Source: an optimization exercise on an open RTL-to-GDS flow (aim: a short achievable clock period and few clock cycles). Production flows keep margins and buffers that such runs may drop. In this exercise RTL edits were held to simulation tests only and were not proved equivalent to the original. No activity file was given, so power comes from the tool's default toggle rates.

==> design.v <==
module sicxe_core (
    input  wire        clk,
    input  wire        rst,           
    input  wire [15:0] entry_pc,      
    output wire        mem_valid,
    output wire        mem_we,
    output wire [15:0] mem_addr,
    output wire [7:0]  mem_wdata,
    input  wire        mem_ready,
    input  wire [7:0]  mem_rdata,
    output wire        dev_valid,
    output wire [1:0]  dev_op,        
    output wire [7:0]  dev_id,
    output wire [7:0]  dev_wdata,
    input  wire        dev_ready,
    input  wire        dev_flag,      
    input  wire [7:0]  dev_rdata,
    output wire        halted,
    output wire        faulted,
    output wire [2:0]  fault_code,
    output wire [1:0]  cc,
    input  wire [3:0]  dbg_sel,
    output reg  [31:0] dbg_data
);
    localparam [3:0] ST_F0    = 4'd0,    
                     ST_F1    = 4'd1,    
                     ST_F2    = 4'd2,    
                     ST_F3    = 4'd3,    
                     ST_ADDR  = 4'd4,    
                     ST_IND   = 4'd5,    
                     ST_TA    = 4'd6,    
                     ST_OPR   = 4'd7,    
                     ST_DEV   = 4'd8,    
                     ST_STORE = 4'd9,    
                     ST_EXEC  = 4'd10,   
                     ST_HALT  = 4'd11,
                     ST_FAULT = 4'd12;
    localparam [1:0] CC_LT = 2'd0, CC_EQ = 2'd1, CC_GT = 2'd2;
    localparam [2:0] F_INVOP = 3'd1, F_MEM = 3'd2, F_REG = 3'd3,
                     F_DEV   = 3'd4, F_UNDEF = 3'd5;
    localparam [5:0] OP_LDA  = 6'h00, OP_STA  = 6'h03, OP_STX  = 6'h04,
                     OP_STL  = 6'h05, OP_COMP = 6'h0A, OP_JEQ  = 6'h0C,
                     OP_JLT  = 6'h0E, OP_J    = 6'h0F, OP_JSUB = 6'h12,
                     OP_RSUB = 6'h13, OP_LDCH = 6'h14, OP_STCH = 6'h15,
                     OP_LDT  = 6'h1D, OP_COMPR= 6'h28, OP_CLEAR= 6'h2D,
                     OP_TIXR = 6'h2E, OP_RD   = 6'h36, OP_WD   = 6'h37,
                     OP_TD   = 6'h38;
    reg [31:0] r_a, r_x, r_l, r_b, r_s, r_t, r_f, r_pc, r_sw;
    reg [1:0]  r_cc;
    reg [3:0]  state;
    reg [2:0]  r_fault;
    reg [7:0]  b0, b1, b2, b3;
    reg [31:0] ta;         
    reg [31:0] opv;        
    reg [1:0]  cnt;        
    reg [1:0]  len;        
    wire [5:0] op   = b0[7:2];
    wire       f_n  = b0[1];
    wire       f_i  = b0[0];
    wire       f_x  = b1[7];
    wire       f_b  = b1[6];
    wire       f_p  = b1[5];
    wire       f_e  = b1[4];
    wire [3:0] r1   = b1[7:4];
    wire [3:0] r2   = b1[3:0];
    function legal_op(input [5:0] o);
        case (o)
            OP_LDA, OP_STA, OP_STX, OP_STL, OP_COMP, OP_JEQ, OP_JLT, OP_J,
            OP_JSUB, OP_RSUB, OP_LDCH, OP_STCH, OP_LDT, OP_COMPR, OP_CLEAR,
            OP_TIXR, OP_RD, OP_WD, OP_TD: legal_op = 1'b1;
            default: legal_op = 1'b0;
        endcase
    endfunction
    function is_fmt2(input [5:0] o);
        is_fmt2 = (o == OP_COMPR) || (o == OP_CLEAR) || (o == OP_TIXR);
    endfunction
    function [31:0] reg_read(input [3:0] idx);
        case (idx)
            4'd0: reg_read = r_a;
            4'd1: reg_read = r_x;
            4'd2: reg_read = r_l;
            4'd3: reg_read = r_b;
            4'd4: reg_read = r_s;
            4'd5: reg_read = r_t;
            4'd6: reg_read = r_f;
            4'd7: reg_read = r_pc;
            4'd8: reg_read = r_sw;
            default: reg_read = 32'd0;
        endcase
    endfunction
    function [1:0] compare(input [31:0] a, input [31:0] b);
        if ($signed(a) < $signed(b))
            compare = CC_LT;
        else if (a == b)
            compare = CC_EQ;
        else
            compare = CC_GT;
    endfunction
    wire needs_addr = (op == OP_STA) || (op == OP_STL) || (op == OP_STX) ||
                      (op == OP_STCH) || (op == OP_J) || (op == OP_JEQ) ||
                      (op == OP_JLT) || (op == OP_JSUB) || (op == OP_TD) ||
                      (op == OP_RD) || (op == OP_WD);
    wire is_word_load = (op == OP_LDA) || (op == OP_LDT) || (op == OP_COMP);
    wire is_byte_read = (op == OP_LDCH) || (op == OP_TD) || (op == OP_RD) ||
                        (op == OP_WD);
    wire is_word_store = (op == OP_STA) || (op == OP_STL) || (op == OP_STX);
    wire is_dev       = (op == OP_TD) || (op == OP_RD) || (op == OP_WD);
    wire        fmt2   = is_fmt2(op);
    wire [2:0]  ilen   = fmt2 ? 3'd2 : (f_e ? 3'd4 : 3'd3);
    wire [31:0] next_pc = r_pc + {29'd0, ilen};
    wire [11:0] raw12 = {b1[3:0], b2};
    wire [19:0] raw20 = {b1[3:0], b2, b3};
    wire [31:0] raw   = f_e ? {12'd0, raw20} : {20'd0, raw12};
    wire [31:0] disp  = f_e ? {12'd0, raw20} :
                        (raw12 > 12'h800) ? {20'hFFFFF, raw12} : {20'd0, raw12};
    wire [31:0] base0 = (f_b | f_p) ? disp + next_pc : raw;
    wire [31:0] base  = f_x ? base0 + r_x : base0;
    wire        pat_imm = ~f_n & f_i;
    wire        pat_ind = f_n & ~f_i;
    function in_range(input [31:0] a, input [1:0] nm1);
        in_range = (a[31:16] == 16'd0) && ({1'b0, a[15:0]} + {15'd0, nm1} <= 17'hFFFF);
    endfunction
    reg [23:0] store_data;
    always @(*) begin
        case (op)
            OP_STL:  store_data = r_l[23:0];
            OP_STX:  store_data = r_x[23:0];
            OP_STCH: store_data = {16'd0, r_a[7:0]};
            default: store_data = r_a[23:0];
        endcase
    end
    reg [15:0] addr_mux;
    reg [7:0]  wdata_mux;
    always @(*) begin
        case (state)
            ST_F0:   addr_mux = r_pc[15:0];
            ST_F1:   addr_mux = r_pc[15:0] + 16'd1;
            ST_F2:   addr_mux = r_pc[15:0] + 16'd2;
            ST_F3:   addr_mux = r_pc[15:0] + 16'd3;
            default: addr_mux = ta[15:0] + {14'd0, cnt};
        endcase
        case (len - cnt)
            2'd2:    wdata_mux = store_data[23:16];
            2'd1:    wdata_mux = store_data[15:8];
            default: wdata_mux = store_data[7:0];
        endcase
    end
    assign mem_valid = (state == ST_F0) || (state == ST_F1) || (state == ST_F2) ||
                       (state == ST_F3) || (state == ST_IND) || (state == ST_OPR) ||
                       (state == ST_STORE);
    assign mem_we    = (state == ST_STORE);
    assign mem_addr  = addr_mux;
    assign mem_wdata = wdata_mux;
    assign dev_valid = (state == ST_DEV);
    assign dev_op    = (op == OP_TD) ? 2'd0 : (op == OP_RD) ? 2'd1 : 2'd2;
    assign dev_id    = opv[7:0];
    assign dev_wdata = r_a[7:0];
    assign halted     = (state == ST_HALT);
    assign faulted    = (state == ST_FAULT);
    assign fault_code = r_fault;
    assign cc         = r_cc;
    always @(*) dbg_data = reg_read(dbg_sel);
    reg [31:0] new_pc;
    always @(*) begin
        case (op)
            OP_J, OP_JSUB: new_pc = ta;
            OP_JEQ:        new_pc = (r_cc == CC_EQ) ? ta : next_pc;
            OP_JLT:        new_pc = (r_cc == CC_LT) ? ta : next_pc;
            OP_RSUB:       new_pc = r_l;
            default:       new_pc = next_pc;
        endcase
    end
    wire [31:0] x_inc = r_x + 32'd1;
    always @(posedge clk) begin
        if (rst) begin
            r_a   <= 32'd0; r_x <= 32'd0; r_l  <= 32'd0; r_b <= 32'd0;
            r_s   <= 32'd0; r_t <= 32'd0; r_f  <= 32'd0; r_sw <= 32'd0;
            r_pc  <= {16'd0, entry_pc};
            r_cc  <= CC_EQ;
            state <= ST_F0;
            r_fault <= 3'd0;
            b0 <= 8'd0; b1 <= 8'd0; b2 <= 8'd0; b3 <= 8'd0;
            ta <= 32'd0; opv <= 32'd0; cnt <= 2'd0; len <= 2'd0;
        end else begin
            case (state)
                ST_F0: begin
                    if (mem_ready) begin
                        b0 <= mem_rdata;
                        if (!legal_op(mem_rdata[7:2])) begin
                            r_fault <= F_INVOP;
                            state   <= ST_FAULT;
                        end else if (r_pc[15:0] == 16'hFFFF) begin
                            r_fault <= F_MEM;
                            state   <= ST_FAULT;
                        end else begin
                            state <= ST_F1;
                        end
                    end
                end
                ST_F1: begin
                    if (mem_ready) begin
                        b1 <= mem_rdata;
                        if (fmt2) begin
                            state <= ST_EXEC;
                        end else if (!in_range(r_pc + 32'd2, mem_rdata[4] ? 2'd1 : 2'd0)) begin
                            r_fault <= F_MEM;
                            state   <= ST_FAULT;
                        end else begin
                            state <= ST_F2;
                        end
                    end
                end
                ST_F2: begin
                    if (mem_ready) begin
                        b2 <= mem_rdata;
                        b3 <= 8'd0;
                        state <= f_e ? ST_F3 : ST_ADDR;
                    end
                end
                ST_F3: begin
                    if (mem_ready) begin
                        b3 <= mem_rdata;
                        state <= ST_ADDR;
                    end
                end
                ST_ADDR: begin
                    if (op == OP_RSUB) begin
                        state <= ST_EXEC;
                    end else if (pat_imm) begin
                        if (needs_addr) begin
                            r_fault <= F_UNDEF;
                            state   <= ST_FAULT;
                        end else begin
                            opv   <= raw;
                            state <= ST_EXEC;
                        end
                    end else if (pat_ind) begin
                        if (!in_range(base, 2'd2)) begin
                            r_fault <= F_MEM;
                            state   <= ST_FAULT;
                        end else begin
                            ta    <= base;
                            cnt   <= 2'd0;
                            len   <= 2'd2;
                            opv   <= 32'd0;
                            state <= ST_IND;
                        end
                    end else begin
                        ta    <= base;
                        state <= ST_TA;
                    end
                end
                ST_IND: begin
                    if (mem_ready) begin
                        opv <= {opv[23:0], mem_rdata};
                        cnt <= cnt + 2'd1;
                        if (cnt == len) begin
                            ta    <= {8'd0, opv[15:0], mem_rdata};
                            state <= ST_TA;
                        end
                    end
                end
                ST_TA: begin
                    cnt <= 2'd0;
                    opv <= 32'd0;
                    if (is_word_load || is_word_store) begin
                        len <= 2'd2;
                        if (!in_range(ta, 2'd2)) begin
                            r_fault <= F_MEM;
                            state   <= ST_FAULT;
                        end else begin
                            state <= is_word_load ? ST_OPR : ST_STORE;
                        end
                    end else if (is_byte_read || op == OP_STCH) begin
                        len <= 2'd0;
                        if (!in_range(ta, 2'd0)) begin
                            r_fault <= F_MEM;
                            state   <= ST_FAULT;
                        end else begin
                            state <= (op == OP_STCH) ? ST_STORE : ST_OPR;
                        end
                    end else begin
                        state <= ST_EXEC;    
                    end
                end
                ST_OPR: begin
                    if (mem_ready) begin
                        opv <= {opv[23:0], mem_rdata};
                        cnt <= cnt + 2'd1;
                        if (cnt == len)
                            state <= is_dev ? ST_DEV : ST_EXEC;
                    end
                end
                ST_DEV: begin
                    if (dev_ready) begin
                        if (op == OP_TD) begin
                            r_cc  <= dev_flag ? CC_LT : CC_EQ;
                            state <= ST_EXEC;
                        end else if (dev_flag) begin
                            r_fault <= F_DEV;
                            state   <= ST_FAULT;
                        end else begin
                            opv   <= {24'd0, dev_rdata};
                            state <= ST_EXEC;
                        end
                    end
                end
                ST_STORE: begin
                    if (mem_ready) begin
                        cnt <= cnt + 2'd1;
                        if (cnt == len)
                            state <= ST_EXEC;
                    end
                end
                ST_EXEC: begin
                    if (fmt2 && (r1 > 4'd8 || (op == OP_COMPR && r2 > 4'd8))) begin
                        r_fault <= F_REG;
                        state   <= ST_FAULT;
                    end else begin
                        case (op)
                            OP_LDA:   r_a <= opv;
                            OP_LDT:   r_t <= opv;
                            OP_LDCH,
                            OP_RD:    r_a[7:0] <= opv[7:0];
                            OP_COMP:  r_cc <= compare(r_a, opv);
                            OP_COMPR: r_cc <= compare(reg_read(r1), reg_read(r2));
                            OP_JSUB:  r_l <= next_pc;
                            OP_TIXR: begin
                                r_x  <= x_inc;
                                r_cc <= compare(x_inc, (r1 == 4'd1) ? x_inc : reg_read(r1));
                            end
                            OP_CLEAR: begin
                                case (r1)
                                    4'd0: r_a  <= 32'd0;
                                    4'd1: r_x  <= 32'd0;
                                    4'd2: r_l  <= 32'd0;
                                    4'd3: r_b  <= 32'd0;
                                    4'd4: r_s  <= 32'd0;
                                    4'd5: r_t  <= 32'd0;
                                    4'd6: r_f  <= 32'd0;
                                    4'd8: r_sw <= 32'd0;
                                    default: ;   
                                endcase
                            end
                            default: ;
                        endcase
                        r_pc <= new_pc;
                        if (new_pc == 32'd0) begin
                            state <= ST_HALT;
                        end else if (new_pc[31:16] != 16'd0) begin
                            r_fault <= F_MEM;
                            state   <= ST_FAULT;
                        end else begin
                            state <= ST_F0;
                        end
                    end
                end
                default: ;    
            endcase
        end
    end
endmodule
==> run.sh <==
#!/bin/bash
# synth_recipe.tcl (not shown) runs the flow's synth.tcl, then flattens the netlist and writes it again
# the make line also repeats each setting of config.mk as NAME=value (left out here)
make -C /OpenROAD-flow-scripts/flow DESIGN_CONFIG=/design/flow/config.mk WORK_HOME=/design/flow/orfs CLKGATE_MAP_FILE= SYNTH_SCRIPT=/design/flow/synth_recipe.tcl finish
==> config.mk <==
export PLATFORM = sky130hd
export DESIGN_NAME = sicxe_core
export DESIGN_NICKNAME = sicxe_core
export VERILOG_FILES = /design/flow/design.v
export SDC_FILE = /design/flow/constraint.sdc
export NUM_CORES = 4
export LEC_CHECK = 0
export CAP_MARGIN = 20
export CORE_MARGIN = 2
export CORE_UTILIZATION = 30
export PLACE_DENSITY = 0.5
export SLEW_MARGIN = 20
==> constraint.sdc <==
create_clock -name core_clock -period 12.0 [get_ports {clk}]
set_input_delay 2.4000 -clock core_clock [delete_from_list [all_inputs] [get_ports {clk}]]
set_output_delay 2.4000 -clock core_clock [all_outputs]
set_load 0.01 [all_outputs]
==> flow_summary.toml <==
[sta]
setup_tns_ns = 0
fin_crit_sh_pct = 90.6
fin_ws_ns = 1.13
hold_viol_final = 0
setup-violations-final = 0
finClkSkew_ns = 0.0685
slew_headroom_pct = 20.6
rsz0062_at_grt = "no"
min_period_ns = 10.87
worstMarginPinSlew_ns = 1.19
slew_viol_final = 0
max_freq_mhz = 92.0

[final_layout]
fin_nets = 3665
layout-drive-gt1-share_pct = 7.21
nFillCells = 9259
syn_to_final_growth_pct = 13.2
multi_input_comb_area_mm2 = 0.0187
regArea_mm2 = 0.00553

[power]
finalPower_mw = 4.39
p_leak_nw = 11.5
p_per_area_mw_per_mm2 = 150
worst_ir_drop_vdd_mv = 0.122

[yosys]
synth.area.top_cells = "dfxtp_1, ha_1, a21oi_1"
synth_common_cells = "nand2_1, nor2_1, a21oi_1"
ys.flop_type = "dfxtp_1"
avgSynthCellArea_um2 = 7.35
netlist_area_mm2 = 0.0259
synth_top_area_share_pct = 19.5
netlist_instances = 3521
synth_top_area_cell = "dfxtp_1"
ys_warn_count = 1
synth_most_common_cell = "nand2_1"
ys_seq_area_share_pct = 21.4
synth_edf_count = 16
synth_cell_types = 89
synth_seq_cells = 268
syn_nets = 3747
async_reset_ff_share_pct = 0

[setup_path]
crit_type = "reg2reg"
slowest_stage = "a2111oi_0"
worstSetupStartpointType = "flop"
critPathCaptureType = "flop"
cpMostUsedCell = "ha_1"
worstPathRequired_ns = 12.50
slowest_delay_ns = 0.85
arrival_ns = 11.37
crit_path_max_fanout = 23

[clock_network]
postCtsSetupBuffers = 0
cts.htree.levels = 2
insertion_delay_ns = 0.60
clock_path_buffers = 3
clock_sinks = 268
cts_resized = 0
cts_root_buf = "clkbuf_16"
cts_inserted_buffers = 36
ctsHoldBuffers = 0
clk_pin_slew_worst_paths_ns = 0.06
cts_tree = "done"

[grt]
use_met1_pct = 34.7
grt_pass1_vias = 26500
grt_pass1_wl_um = 183000
grt.total_usage_pct = 27.2
grtUsageMet2_pct = 43.2
grt_remaining_overflow = 0
use_met3_pct = 4.51
grt_max_degree = 193
antenna_found_initial = 3
top_usage_layer = "met2"

[detailed_routing]
drtPass1Iterations = 10
viasPerCell = 6.12
ant_nets = 0
drcViolationCount = 0
vias = 28200
routedWlPerCell_um = 27.3
wirelength_um = 126000
dr.first_iter.drc_count = 3957

[floorplan]
die_w_um = 298
die_h_um = 298
io_pins = 125
initial_core_util_pct = 30.3
fp-row-count = 107
die_area_mm2 = 0.0886
core-area_mm2 = 0.0853

[job]
cap_violations = 0

[placement]
io_buffer_count = 124
dpl.hpwl_um = 94100
post-place-ws_ns = 1.39
place.gp.congestion = 0.976

[worst_hold_path]
min-delay-path-class = "reg2reg"

[outcome]
status = "no timing/DRC/antenna violations"
## final cells by class
class	count	area share, %
flip-flops and latches	268	18.9
well taps	1144	4.89
clock inverters	20	0.961
repair buffers	199	6.22
diodes	1	0.00855
inverters	125	1.60
multi-input cells	2809	63.9
clock buffers	46	3.52
## registers in the layout (all words and copies together) (netlist names)
name and count:
b0 8, b1 8, b2 8, b3 8, cnt 2, len 1, opv 32, r_a 32
r_cc 2, r_fault 3, r_l 32, r_pc 32, r_t 32, r_x 32, state 4, ta 32
## per-layer routing
metal | wire, µm | up-vias
li1 | - | 12900
met1 | 50400 | 13400
met2 | 55500 | 1569
met3 | 10900 | 336
met4 | 9020 | 2
met5 | 12 | -
## through the flow
stage          std cells  cell area (µm²)  hold slack [ns]  utilization [%]
2_1_floorplan       3521            25900            0.428                -
3_3_place_gp        4545            28000            0.437             32.8
3_5_place_dp        4545            28000            0.442             32.8
4_1_cts             4611            29300            0.450             34.3
5_1_grt             4611            29300            0.480             34.3
6_report            4612            29300            0.451             34.3
## power breakdown
group	switching [mW]	internal, mW	total (mW)
combinational	1.28	0.673	1.96
sequential	0.223	0.982	1.20
clock	0.500	0.724	1.22
total	2.01	2.38	4.39
## cell usage in the layout, fill, tap and decap left out, types with 123 or more instances in the layout
master and instances:
ha_1 180, a22oi_1 124, clkdlybuf4s50_1 123, inv_1 124
nor2_1 324, dfxtp_1 250, nand3_1 154, nand2_1 380
o21ai_0 153, a21oi_1 287
## critical path, delay by kind of cell (launching register included)
kind,cells,cell delay (ns)
adder cells (fa/ha/maj),3,1.16
multiplexers,1,0.22
flip-flops,1,0.82
XOR/XNOR,3,0.64
AO/OA/AOI/OAI,11,3.73
buffers and inverters,3,0.60
AND/OR/NAND/NOR,14,3.58
## worst paths after layout
path	startpoint	endpoint	slack [ns]	depth (start not counted)
worst max-delay path	b0[3]	opv[23]	1.13	35
worst min-delay path	b3[0]	b3[0]	0.45	2
worst max register to register	b0[3]	opv[23]	1.13	35
worst min register to register	b3[0]	b3[0]	0.45	2
## logic make-up (layout without fill, tap and decap cells)
| kind of cell | Yosys count | in the layout | share of synthesized area (%) |
|---|---|---|---|
| xor+xnor | 147 | 147 | 4.98 |
| other cells | 0 | 1 | 0 |
| simple gates | 1251 | 1251 | 22.6 |
| mux | 131 | 131 | 5.23 |
| flops | 268 | 268 | 21.4 |
| fa+ha+maj | 185 | 185 | 9.09 |
| compound gates | 1095 | 1095 | 29.8 |
| buf+inv | 444 | 390 | 6.91 |
Testbench counts, summed over its fixed seeds: cycles 530,050.

[what the ideal ports hide]
In the flow no input, the clock included, has a driving cell. The finished layout below was timed again as built, in two steps.
Step 1, drivers: a clkbuf_16 drives clk and a buf_2 each remaining input, both assumed.
Step 2 times the ports against the registers' clock, not the clock port: input delays grow and output delays shrink by t, the midpoint of the rising clock arrivals with the driver on.
Slacks: ideal ports / drivers / drivers and shift; pairs: ideal ports / drivers.
t (ns): 0.639
slack for setup (ns): 1.126 / 1.126 / 1.126
hold WS [ns]: 0.451 / 0.451 / 0.451
worst register clock-pin slew, ns: 0.07 / 0.07
worst slew at a driven data input, ns: 0.05
After both steps setup and hold are still met in this run. For this run, drivers alone change the setup slack by 0.000 ns; drivers and shift together by 0.000 ns.
